This is an optimization exercise on Yosys and OpenROAD, whose aim is small area, a short achievable clock period and few clock cycles, not a production implementation.
In this exercise RTL edits were held to simulation tests only and were not proved equivalent to the original.
Power and IR drop assume default switching activity.

==> flow/constraint.sdc <==
create_clock -name core_clock -period 12.0 [get_ports {clk}]
set_input_delay 2.4000 -clock core_clock [delete_from_list [all_inputs] [get_ports {clk}]]
set_output_delay 2.4000 -clock core_clock [all_outputs]
set_load 0.01 [all_outputs]
==> flow/config.mk <==
export PLATFORM = sky130hd
export DESIGN_NAME = morton_codec
export DESIGN_NICKNAME = morton_codec
export VERILOG_FILES = /design/flow/design.v
export SDC_FILE = /design/flow/constraint.sdc
export NUM_CORES = 4
export LEC_CHECK = 0
export CAP_MARGIN = 20
export CORE_MARGIN = 2
export CORE_UTILIZATION = 18
export PLACE_DENSITY = 0.22
export SLEW_MARGIN = 20
==> flow/run.sh <==
#!/bin/bash
# synth_recipe.tcl (not shown) runs the flow's synth.tcl, then flattens the netlist and writes it again
# the make line also repeats each setting of config.mk as NAME=value (left out here)
make -C /OpenROAD-flow-scripts/flow DESIGN_CONFIG=/design/flow/config.mk WORK_HOME=/design/flow/orfs CLKGATE_MAP_FILE= SYNTH_SCRIPT=/design/flow/synth_recipe.tcl finish
==> flow/design.v <==
module morton_codec (
    input  wire        clk,
    input  wire        rst,
    input  wire        cmd_valid,
    output wire        cmd_ready,
    input  wire [31:0] cmd,
    input  wire [63:0] cmd_wdata,
    output wire        rsp_valid,
    input  wire        rsp_ready,
    output reg         rsp_ok,
    output reg  [3:0]  rsp_code,
    output reg  [63:0] rsp_rdata
);
    localparam [5:0] OP_NOP   = 6'h00, OP_KWR  = 6'h01, OP_KRD  = 6'h02,
                     OP_RDST  = 6'h03, OP_CLRST = 6'h04,
                     OP_NEWR  = 6'h08, OP_NEWSC = 6'h09, OP_NEWA = 6'h0A,
                     OP_NEWAC = 6'h0B, OP_GET  = 6'h10, OP_DECA = 6'h11,
                     OP_INC   = 6'h14, OP_DEC  = 6'h15,
                     OP_MOD   = 6'h18, OP_MASK = 6'h19, OP_ADD  = 6'h1A,
                     OP_SUB   = 6'h1B, OP_MUL  = 6'h1C, OP_MULS = 6'h1D,
                     OP_EQ    = 6'h20, OP_EQT  = 6'h21;
    localparam [3:0] EC_NONE = 4'd0, EC_ILLEGAL = 4'd1, EC_RANGE = 4'd2;
    localparam [63:0] M0_K2 = 64'h0000_0000_5555_5555;
    localparam [63:0] M1_K2 = 64'h0000_0000_AAAA_AAAA;
    localparam [63:0] M0_K3S = 64'h0000_0000_0924_9249;
    localparam [63:0] M1_K3S = 64'h0000_0000_1249_2492;
    localparam [63:0] M2_K3S = 64'h0000_0000_2492_4924;
    localparam [63:0] M0_K3L = 64'h1249_2492_4924_9249;
    localparam [63:0] M1_K3L = 64'h2492_4924_9249_2492;
    localparam [63:0] M2_K3L = 64'h4924_9249_2492_4924;
    function [63:0] encode;
        input [1:0]  inst;
        input [63:0] t0, t1, t2;
        integer k;
        begin
            encode = 64'd0;
            case (inst)
                2'd0: for (k = 0; k < 16; k = k + 1) begin
                          encode[2*k]   = t0[k];
                          encode[2*k+1] = t1[k];
                      end
                2'd1: for (k = 0; k < 10; k = k + 1) begin
                          encode[3*k]   = t0[k];
                          encode[3*k+1] = t1[k];
                          encode[3*k+2] = t2[k];
                      end
                default: for (k = 0; k < 21; k = k + 1) begin
                          encode[3*k]   = t0[k];
                          encode[3*k+1] = t1[k];
                          encode[3*k+2] = t2[k];
                      end
            endcase
        end
    endfunction
    function [20:0] decode_axis;
        input [1:0]  inst;
        input [63:0] w;
        input [1:0]  axis;
        integer k;
        begin
            decode_axis = 21'd0;
            case (inst)
                2'd0: for (k = 0; k < 16; k = k + 1)
                          decode_axis[k] = w[2*k + {30'd0, axis}];
                2'd1: for (k = 0; k < 10; k = k + 1)
                          decode_axis[k] = w[3*k + {30'd0, axis}];
                default: for (k = 0; k < 21; k = k + 1)
                          decode_axis[k] = w[3*k + {30'd0, axis}];
            endcase
        end
    endfunction
    localparam [1:0] S_IDLE = 2'd0, S_EXEC = 2'd1, S_DIV = 2'd2, S_RESP = 2'd3;
    reg  [1:0]  state;
    reg  [31:0] cmd_q;
    reg  [63:0] wdata_q;
    reg  [63:0] status;
    wire [63:0] k [0:7];
    reg  [7:0]  k_we;
    reg  [63:0] k_wd [0:7];
    genvar g;
    generate
        for (g = 0; g < 8; g = g + 1) begin : kreg
            reg [63:0] q;
            always @(posedge clk) begin
                if (rst)
                    q <= 64'd0;
                else if (k_we[g])
                    q <= k_wd[g];
            end
            assign k[g] = q;
        end
    endgenerate
    assign cmd_ready = (state == S_IDLE) && !rst;
    assign rsp_valid = (state == S_RESP) && !rst;
    wire [5:0]  op   = cmd_q[31:26];
    wire [1:0]  inst = cmd_q[25:24];
    wire [2:0]  rd   = cmd_q[23:21];
    wire [2:0]  rs1  = cmd_q[20:18];
    wire [2:0]  rs2  = cmd_q[17:15];
    wire [2:0]  axm  = cmd_q[14:12];
    wire        n3     = (inst != 2'd0);             
    wire        w64    = (inst == 2'd2);             
    wire [5:0]  bbits  = (inst == 2'd0) ? 6'd16 : (inst == 2'd1) ? 6'd10 : 6'd21;
    wire [3:0]  grp_last = n3 ? 4'd2 : 4'd1;         
    reg illegal;
    always @(*) begin
        illegal = 1'b0;
        case (op)
            OP_NOP, OP_RDST, OP_CLRST: illegal = (cmd_q[25:0] != 26'd0);
            OP_KWR:  illegal = (cmd_q[25:24] != 2'd0) || (cmd_q[20:0] != 21'd0);
            OP_KRD:  illegal = (cmd_q[25:21] != 5'd0) || (cmd_q[17:0] != 18'd0);
            OP_NEWR, OP_NEWSC:
                     illegal = (inst == 2'd3) || (cmd_q[17:0] != 18'd0);
            OP_NEWA, OP_NEWAC:
                     illegal = (inst == 2'd3) || (cmd_q[17:0] != 18'd0) ||
                               ({1'b0, rs1} + grp_last > 4'd7);
            OP_DECA: illegal = (inst == 2'd3) || (cmd_q[17:0] != 18'd0) ||
                               ({1'b0, rd} + grp_last > 4'd7);
            OP_GET:  illegal = (inst == 2'd3) || (cmd_q[17:15] != 3'd0) ||
                               (cmd_q[11:0] != 12'd0) ||
                               !(axm == 3'b001 || axm == 3'b010 || axm == 3'b100) ||
                               (inst == 2'd0 && axm[2]);
            OP_INC, OP_DEC:
                     illegal = (inst == 2'd3) || (cmd_q[17:15] != 3'd0) ||
                               (cmd_q[11:0] != 12'd0) || (axm == 3'b000) ||
                               (inst == 2'd0 && axm[2]);
            OP_MOD, OP_MASK, OP_ADD, OP_SUB, OP_MUL, OP_MULS, OP_EQ:
                     illegal = (inst == 2'd3) || (cmd_q[14:0] != 15'd0);
            OP_EQT:  illegal = (inst == 2'd3) || (cmd_q[14:0] != 15'd0) ||
                               ({1'b0, rs2} + grp_last > 4'd7);
            default: illegal = 1'b1;
        endcase
    end
    wire [63:0] wmask = w64 ? 64'hFFFF_FFFF_FFFF_FFFF : 64'h0000_0000_FFFF_FFFF;
    wire [63:0] opa  = k[rs1] & wmask;
    wire [63:0] opb  = k[rs2] & wmask;
    wire [2:0]  gbase = (op == OP_EQT) ? rs2 : rs1;
    wire [63:0] g0   = (op == OP_EQT) ? opb : opa;
    wire [63:0] g1   = k[gbase + 3'd1] & wmask;
    wire [63:0] g2   = k[gbase + 3'd2] & wmask;
    reg [63:0] m0, m1, m2;
    always @(*) begin
        case (inst)
            2'd0:    begin m0 = M0_K2;  m1 = M1_K2;  m2 = 64'd0;  end
            2'd1:    begin m0 = M0_K3S; m1 = M1_K3S; m2 = M2_K3S; end
            default: begin m0 = M0_K3L; m1 = M1_K3L; m2 = M2_K3L; end
        endcase
    end
    wire [63:0] f0 = (m1 | m2);
    wire [63:0] f1 = (m0 | m2);
    wire [63:0] f2 = (m0 | m1);
    wire        is_step = (op == OP_INC) || (op == OP_DEC);
    wire [63:0] step_w  = {61'd0, axm[2], axm[1], axm[0]};
    wire [63:0] addend  = is_step ? step_w : opb;
    wire [63:0] sum0 = ((opa | f0) + (addend & m0)) & m0;
    wire [63:0] sum1 = ((opa | f1) + (addend & m1)) & m1;
    wire [63:0] sum2 = ((opa | f2) + (addend & m2)) & m2;
    wire [63:0] dif0 = ((opa & m0) - (addend & m0)) & m0;
    wire [63:0] dif1 = ((opa & m1) - (addend & m1)) & m1;
    wire [63:0] dif2 = ((opa & m2) - (addend & m2)) & m2;
    wire [63:0] add_res = (sum0 | sum1 | sum2) & wmask;
    wire [63:0] sub_res = (dif0 | dif1 | dif2) & wmask;
    wire [20:0] xa0 = decode_axis(inst, opa, 2'd0);
    wire [20:0] xa1 = decode_axis(inst, opa, 2'd1);
    wire [20:0] xa2 = decode_axis(inst, opa, 2'd2);
    wire [20:0] xb0 = decode_axis(inst, opb, 2'd0);
    wire [20:0] xb1 = decode_axis(inst, opb, 2'd1);
    wire [20:0] xb2 = decode_axis(inst, opb, 2'd2);
    wire        is_muls = (op == OP_MULS);
    wire [20:0] y0 = is_muls ? opb[20:0] : xb0;
    wire [20:0] y1 = is_muls ? opb[20:0] : xb1;
    wire [20:0] y2 = is_muls ? opb[20:0] : xb2;
    wire [20:0] p0 = xa0 * y0;
    wire [20:0] p1 = xa1 * y1;
    wire [20:0] p2 = xa2 * y2;
    wire [63:0] mul_res = encode(inst, {43'd0, p0}, {43'd0, p1}, {43'd0, p2});
    wire [63:0] newa_res = encode(inst, g0, g1, g2);
    wire        g0_bad = (g0 >> bbits) != 64'd0;
    wire        g1_bad = (g1 >> bbits) != 64'd0;
    wire        g2_bad = n3 && ((g2 >> bbits) != 64'd0);
    wire        sc_neg = w64 ? opa[63] : opa[31];
    wire [20:0] get_val = axm[0] ? xa0 : axm[1] ? xa1 : xa2;
    wire        eq_res  = (opa == opb);
    wire        eqt_res = ({43'd0, xa0} == g0) && ({43'd0, xa1} == g1) &&
                          (!n3 || ({43'd0, xa2} == g2));
    reg  [63:0] div_a;        
    reg  [63:0] div_rem;      
    reg  [63:0] div_b;        
    reg  [5:0]  div_cnt;
    wire [64:0] rem_sh  = {div_rem, w64 ? div_a[63] : div_a[31]};
    wire        rem_ge  = rem_sh >= {1'b0, div_b};
    wire [64:0] rem_nxt = rem_ge ? (rem_sh - {1'b0, div_b}) : rem_sh;
    reg         ex_ok;
    reg  [3:0]  ex_code;
    reg  [1:0]  ex_axis;
    reg  [5:0]  ex_bits;
    reg  [63:0] ex_rdata;
    reg  [63:0] ex_res;
    reg         ex_wr;        
    reg         ex_deca;      
    reg         ex_clrst;
    always @(*) begin
        ex_ok    = 1'b1;
        ex_code  = EC_NONE;
        ex_axis  = 2'd0;
        ex_bits  = 6'd0;
        ex_rdata = 64'd0;
        ex_res   = 64'd0;
        ex_wr    = 1'b0;
        ex_deca  = 1'b0;
        ex_clrst = 1'b0;
        if (illegal) begin
            ex_ok   = 1'b0;
            ex_code = EC_ILLEGAL;
        end else begin
            case (op)
                OP_KWR:   begin ex_wr = 1'b1; ex_res = wdata_q; end
                OP_KRD:   ex_rdata = k[rs1];
                OP_RDST:  ex_rdata = status;
                OP_CLRST: ex_clrst = 1'b1;
                OP_NEWR:  begin ex_wr = 1'b1; ex_res = opa; end
                OP_NEWSC: begin
                    if (sc_neg) begin
                        ex_ok   = 1'b0;
                        ex_code = EC_RANGE;
                        ex_axis = 2'd3;
                        ex_bits = w64 ? 6'd63 : 6'd31;
                    end else begin
                        ex_wr  = 1'b1;
                        ex_res = opa;
                    end
                end
                OP_NEWA:  begin ex_wr = 1'b1; ex_res = newa_res; end
                OP_NEWAC: begin
                    if (g0_bad || g1_bad || g2_bad) begin
                        ex_ok   = 1'b0;
                        ex_code = EC_RANGE;
                        ex_axis = g0_bad ? 2'd0 : g1_bad ? 2'd1 : 2'd2;
                        ex_bits = bbits;
                    end else begin
                        ex_wr  = 1'b1;
                        ex_res = newa_res;
                    end
                end
                OP_GET:   begin ex_wr = 1'b1; ex_res = {43'd0, get_val}; end
                OP_DECA:  ex_deca = 1'b1;
                OP_INC:   begin ex_wr = 1'b1; ex_res = add_res; end
                OP_DEC:   begin ex_wr = 1'b1; ex_res = sub_res; end
                OP_MOD:   begin ex_wr = 1'b1; ex_res = div_rem; end
                OP_MASK:  begin ex_wr = 1'b1; ex_res = opa & opb; end
                OP_ADD:   begin ex_wr = 1'b1; ex_res = add_res; end
                OP_SUB:   begin ex_wr = 1'b1; ex_res = sub_res; end
                OP_MUL, OP_MULS: begin ex_wr = 1'b1; ex_res = mul_res; end
                OP_EQ:    begin ex_wr = 1'b1; ex_res = {63'd0, eq_res}; end
                OP_EQT:   begin ex_wr = 1'b1; ex_res = {63'd0, eqt_res}; end
                default:  ;
            endcase
        end
    end
    wire is_mod  = (op == OP_MOD) && !illegal;
    wire finish  = (state == S_EXEC && !is_mod) || (state == S_DIV && div_cnt == 6'd0);
    integer r;
    always @(*) begin
        for (r = 0; r < 8; r = r + 1) begin
            k_we[r]  = 1'b0;
            k_wd[r]  = ex_res;
        end
        if (finish) begin
            if (ex_wr)
                k_we[rd] = 1'b1;
            if (ex_deca) begin
                k_we[rd]        = 1'b1;
                k_wd[rd]        = {43'd0, xa0};
                k_we[rd + 3'd1] = 1'b1;
                k_wd[rd + 3'd1] = {43'd0, xa1};
                if (n3) begin
                    k_we[rd + 3'd2] = 1'b1;
                    k_wd[rd + 3'd2] = {43'd0, xa2};
                end
            end
            if (state == S_DIV)
                k_wd[rd] = rem_nxt[63:0];
        end
    end
    always @(posedge clk) begin
        if (rst) begin
            state     <= S_IDLE;
            cmd_q     <= 32'd0;
            wdata_q   <= 64'd0;
            status    <= 64'd0;
            rsp_ok    <= 1'b0;
            rsp_code  <= 4'd0;
            rsp_rdata <= 64'd0;
            div_a     <= 64'd0;
            div_rem   <= 64'd0;
            div_b     <= 64'd0;
            div_cnt   <= 6'd0;
        end else begin
            case (state)
                S_IDLE: begin
                    if (cmd_valid) begin
                        cmd_q   <= cmd;
                        wdata_q <= cmd_wdata;
                        state   <= S_EXEC;
                    end
                end
                S_EXEC: begin
                    rsp_ok    <= ex_ok;
                    rsp_code  <= ex_code;
                    rsp_rdata <= ex_rdata;
                    if (is_mod) begin
                        div_a   <= opa;
                        div_b   <= opb;
                        div_rem <= 64'd0;
                        div_cnt <= w64 ? 6'd63 : 6'd31;
                        state   <= S_DIV;
                    end else begin
                        state   <= S_RESP;
                    end
                    if (ex_clrst)
                        status <= 64'd0;
                    if (!ex_ok) begin
                        if (!status[0]) begin
                            status        <= 64'd0;
                            status[0]     <= 1'b1;
                            status[7:4]   <= ex_code;
                            status[9:8]   <= ex_axis;
                            status[15:10] <= ex_bits;
                            status[21:16] <= cmd_q[31:26];
                            status[23:22] <= cmd_q[25:24];
                        end else begin
                            status[1]     <= 1'b1;
                        end
                    end
                end
                S_DIV: begin
                    div_rem <= rem_nxt[63:0];
                    div_a   <= div_a << 1;
                    div_cnt <= div_cnt - 6'd1;
                    if (div_cnt == 6'd0)
                        state <= S_RESP;
                end
                S_RESP: begin
                    if (rsp_ready)
                        state <= S_IDLE;
                end
            endcase
        end
    end
endmodule
==> flow_summary_export.csv <==
group,metric,value,unit
outcome,status,"timing/DRC/antenna clean",
power_and_ir_drop,ir_drop,1.01,mV
drt,avgViaCountPerCell,5.86,
clock_network,cts_root_buf,"clkbuf_16",
placed_design,io_buffers,168,
layout,final_nets,15000,
global_routing,grt_overflow,0,
timing,max_slew_margin,7.70,%
floorplanning,core.rowCount,275,
critical_path,critPathBufInv,9,
timing,holdWs,0.454,ns
critical_path,cp_num_cells,33,
critical_path,slowest_delay,1.00,ns
critical_path,cp_top_family,"adder cells",
critical_path,reg2reg_to,"kreg[4].q[58]$_SDFFE_PP0P_",
clock_network,ctsLongestPathBuffers,4,
power_and_ir_drop,power,51.3,mW
worst_hold_path,hp-class,"reg2reg",
power_and_ir_drop,powerDensity,414,mW/mm^2
run,timing.max_cap.violations,0,
critical_path,arrival,12.68,ns
synth,yosysSeqAreaShare,18.8,%
global_routing,busiest_layer,"met2",
synth,synth_seq_cells,947,
synth,syn_avg_cell_area,7.38,sq um
drt,postRouteAntennaNets,0,
synth,syn_inst,13700,
worst_hold_path,worst_hold_path.endpoint,"div_a[6]$_SDFFE_PP0P_",
worst_hold_path,min_path_cells,2,
timing,min_period_over_period,99.0,%
global_routing,antenna_found_initial,238,
clock_network,cts_buffers,152,
global_routing,met2_usage,55.0,%
timing,setup_viol,0,
timing,tns,0,ns
layout,syn2layout_area_growth,22.6,%
timing,rsz0062_at_grt,"false",
critical_path,cp_max_fo,26,
critical_path,startpoint_type,"register",
critical_path,rr_worst_depth,33,
synth,synth_edf_count,0,
drt,vias,127000,
timing,hold_viol,0,
critical_path,end_kind,"register",
placed_design,globalplace.congestion,1.00,
global_routing,grt_pass1_wl,1400,mm
drt,wl_per_cell,51.6,microns
layout,design_area,0.124,sq mm
critical_path,startpoint,"cmd_q[20]$_SDFFE_PP0P_",
worst_hold_path,hp-start,"div_a[6]$_SDFFE_PP0P_",
clock_network,path_clk_slew,0.06,ns
critical_path,worstSetupPathType,"reg2reg",
timing,fmax,84.2,MHz
global_routing,grt_max_degree,119,
timing,fin_crit,11.88,ns
drt,wirelength,1120,mm
critical_path,crit-reg2reg-launch,"cmd_q[20]$_SDFFE_PP0P_",
synth,ys_warn_count,2,
floorplanning,die_w,753,microns
power_and_ir_drop,leakage,47.5,nW
floorplanning,core,0.560,sq mm
placed_design,placed_area,0.119,sq mm
global_routing,grt.total_usage,37.8,%
critical_path,critical_path_required,12.81,ns
clock_network,clk_latency,0.95,ns
floorplanning,die_h,753,microns
floorplanning,initial_core_util,18.0,%
drt,drtPass1Iterations,10,
drt,drt-initial-drc-count,19100,
clock_network,cts_tree,"yes",
clock_network,postCtsSetupRepairBufs,0,
synth,async_flop_share,0,%
timing,maxSlewViolCount,0,
global_routing,use_met3,10.2,%
clock_network,h-tree-depth,4,
global_routing,grtUsageMet1,50.2,%
synth,ys_dominant_reg_cell,"dfxtp_1",
critical_path,r2r_slack,0.12,ns
layout,drive_gt1_share,14.1,%
synth,synth_cell_type_count,123,
placed_design,hpwlAfterDp,877,mm
clock_network,cts.sinks,947,
layout,n_fill_cell,62900,
timing,fin_skew,0.0842,ns
critical_path,critPathSlowestCell,"mux2i_2",
floorplanning,io_pins,171,
floorplanning,die_area,0.567,sq mm
synth,syn_area,0.101,sq mm
timing,worst_pin_slew,1.38,ns
drt,remaining_drc_errors,0,
global_routing,grt_pass1_vias,120000,
critical_path,cp_common_cell,"fa_1",
-- worst reg2reg max path: cells and delay by family, from the launching register on --
kind            cells  cell delay, ns
fa+ha+maj           8            3.81
compound gates     10            3.36
simple gates        5            2.00
buf+inv             9            1.14
mux                 1            1.00
flops               1            0.49
-- registers in the layout (all words and copies together) (netlist names), named ones only --
name and cells:
wdata_q 64, div_b 64, cmd_q 32, rsp_ok 1
rsp_rdata 64, kreg.q 512, div_rem 64, div_cnt 6
div_a 64, status 64, rsp_code 2, state 2
-- cell families (layout without fill, tap and decap cells) --
logic type	Yosys count	in the layout	share of synthesized area, %
mux	347	347	3.83
fa+ha+maj	981	981	15.6
compound gates	4437	4437	30.2
simple gates	4514	4514	20.0
other cells	1	98	0.00371
buf+inv	2100	2480	8.22
xor+xnor	367	367	3.41
flops	947	947	18.8
-- per-layer routing --
layer | share of wire, % | vias to the layer above
met5 | 0.056 | -
met4 | 6.5 | 50
met3 | 9.3 | 1887
met2 | 41 | 8477
met1 | 43 | 66500
li1 | - | 50100
-- synthesized netlist by cell type (88+ instances only) --
master    number  share of area [%]
a211oi_1     352                2.6
a21o_1       140                1.0
a21oi_1     1111                5.5
a221oi_1     259                2.2
a222oi_1      90               0.89
a22oi_1      172                1.3
and2_1       124               0.77
buf_1         91               0.34
buf_2        174               0.86
clkbuf_1     822                3.1
dfxtp_1      947                 19
fa_1         471                9.3
ha_1         510                6.3
inv_1        946                3.5
mux2i_1      267                2.6
nand2_1     1443                5.4
nand2b_1     157               0.97
nand3_1      251                1.2
nor2_1      1577                5.9
nor2b_1      108               0.67
nor3_1       413                2.0
o211ai_1      88               0.65
o21ai_0      737                3.6
o221ai_1     314                2.7
o22ai_1      248                1.5
or2_2         88               0.54
xnor2_1      249                2.2
xor2_1       101               0.88
-- placed cells by master, fill, tap and decap left out, types with 238 or more instances in the layout --
master,n
a211oi_1,344
a21oi_1,1072
a221oi_1,255
buf_4,1027
dfxtp_1,937
fa_1,471
ha_1,508
inv_1,942
mux2i_1,250
nand2_1,1411
nand3_1,247
nor2_1,1515
nor3_1,384
o21ai_0,717
o221ai_1,310
o22ai_1,238
xnor2_1,240
-- timing repair --
action / 4_1_cts / 5_1_grt
endpoints found under the setup margin: 0 / 7
gates resized for setup: 0 / 1
hold buffers: 0 / 0
endpoints found under the hold margin: 0 / 0
-- metrics by stage --
stage / instances / utilization, % / worst slack [ns]
6_report: 21700 / 22.1 / 0.125
5_1_grt: 21600 / 22.1 / 0.0777
4_1_cts: 21600 / 22.0 / 0.0138
3_5_place_dp: 21300 / 21.2 / 0.0516
3_3_place_gp: 21300 / 21.1 / -0.476
2_1_floorplan: 13700 / - / 1.81
-- power by group --
| group | switching, mW | internal (mW) |
|---|---|---|
| registers | 0.391 | 3.41 |
| clock network | 2.05 | 2.63 |
| logic | 32.3 | 10.5 |
| total | 34.7 | 16.6 |
-- layout make-up --
class | count | area, sq um | area share, %
repair buffers | 1254 | 10500 | 8.50
inverters | 962 | 3620 | 2.92
clock buffers | 215 | 4380 | 3.54
flip-flops and latches | 947 | 19000 | 15.3
clock inverters | 49 | 479 | 0.387
well taps | 7479 | 9360 | 7.55
multi-input cells | 10600 | 76300 | 61.6
diodes | 96 | 240 | 0.194
-- how the worst max path moves through the flow --
stage,end
2_1_floorplan,kreg[4].q[61]$_SDFFE_PP0P_
3_3_place_gp,kreg[6].q[15]$_SDFFE_PP0P_
3_5_place_dp,kreg[1].q[61]$_SDFFE_PP0P_
4_1_cts,kreg[1].q[61]$_SDFFE_PP0P_
5_1_grt,kreg[1].q[61]$_SDFFE_PP0P_
6_report,kreg[4].q[58]$_SDFFE_PP0P_
Testbench counts, summed over its fixed seeds: cycles 73,440.

==> afterwards: timing with drivers on the ports <==
In the flow no input, the clock included, has a driving cell. The finished layout below was timed again as built, in two steps. Step 1: set_driving_cell puts a clkbuf_16 on clk and a buf_2 on each other input, an assumption about the parent block. Step 2 times the ports against the registers' clock, not the clock port: input delays grow and output delays shrink by t, the midpoint of the rising clock arrivals with the driver on. Slacks: ideal ports / drivers / drivers and shift; pairs: ideal ports / drivers.
t, ns: 1.046
slack for setup (ns): 0.125 / 0.125 / 0.125
clock arrival spread, ns: 0.085 / 0.084
slew at the worst register clock pin (ns): 0.08 / 0.08
pins driven straight from the clock port: 1
After both steps this run still meets setup and hold. For this run, drivers alone change the setup slack by 0.000 ns; drivers and shift together by 0.000 ns.
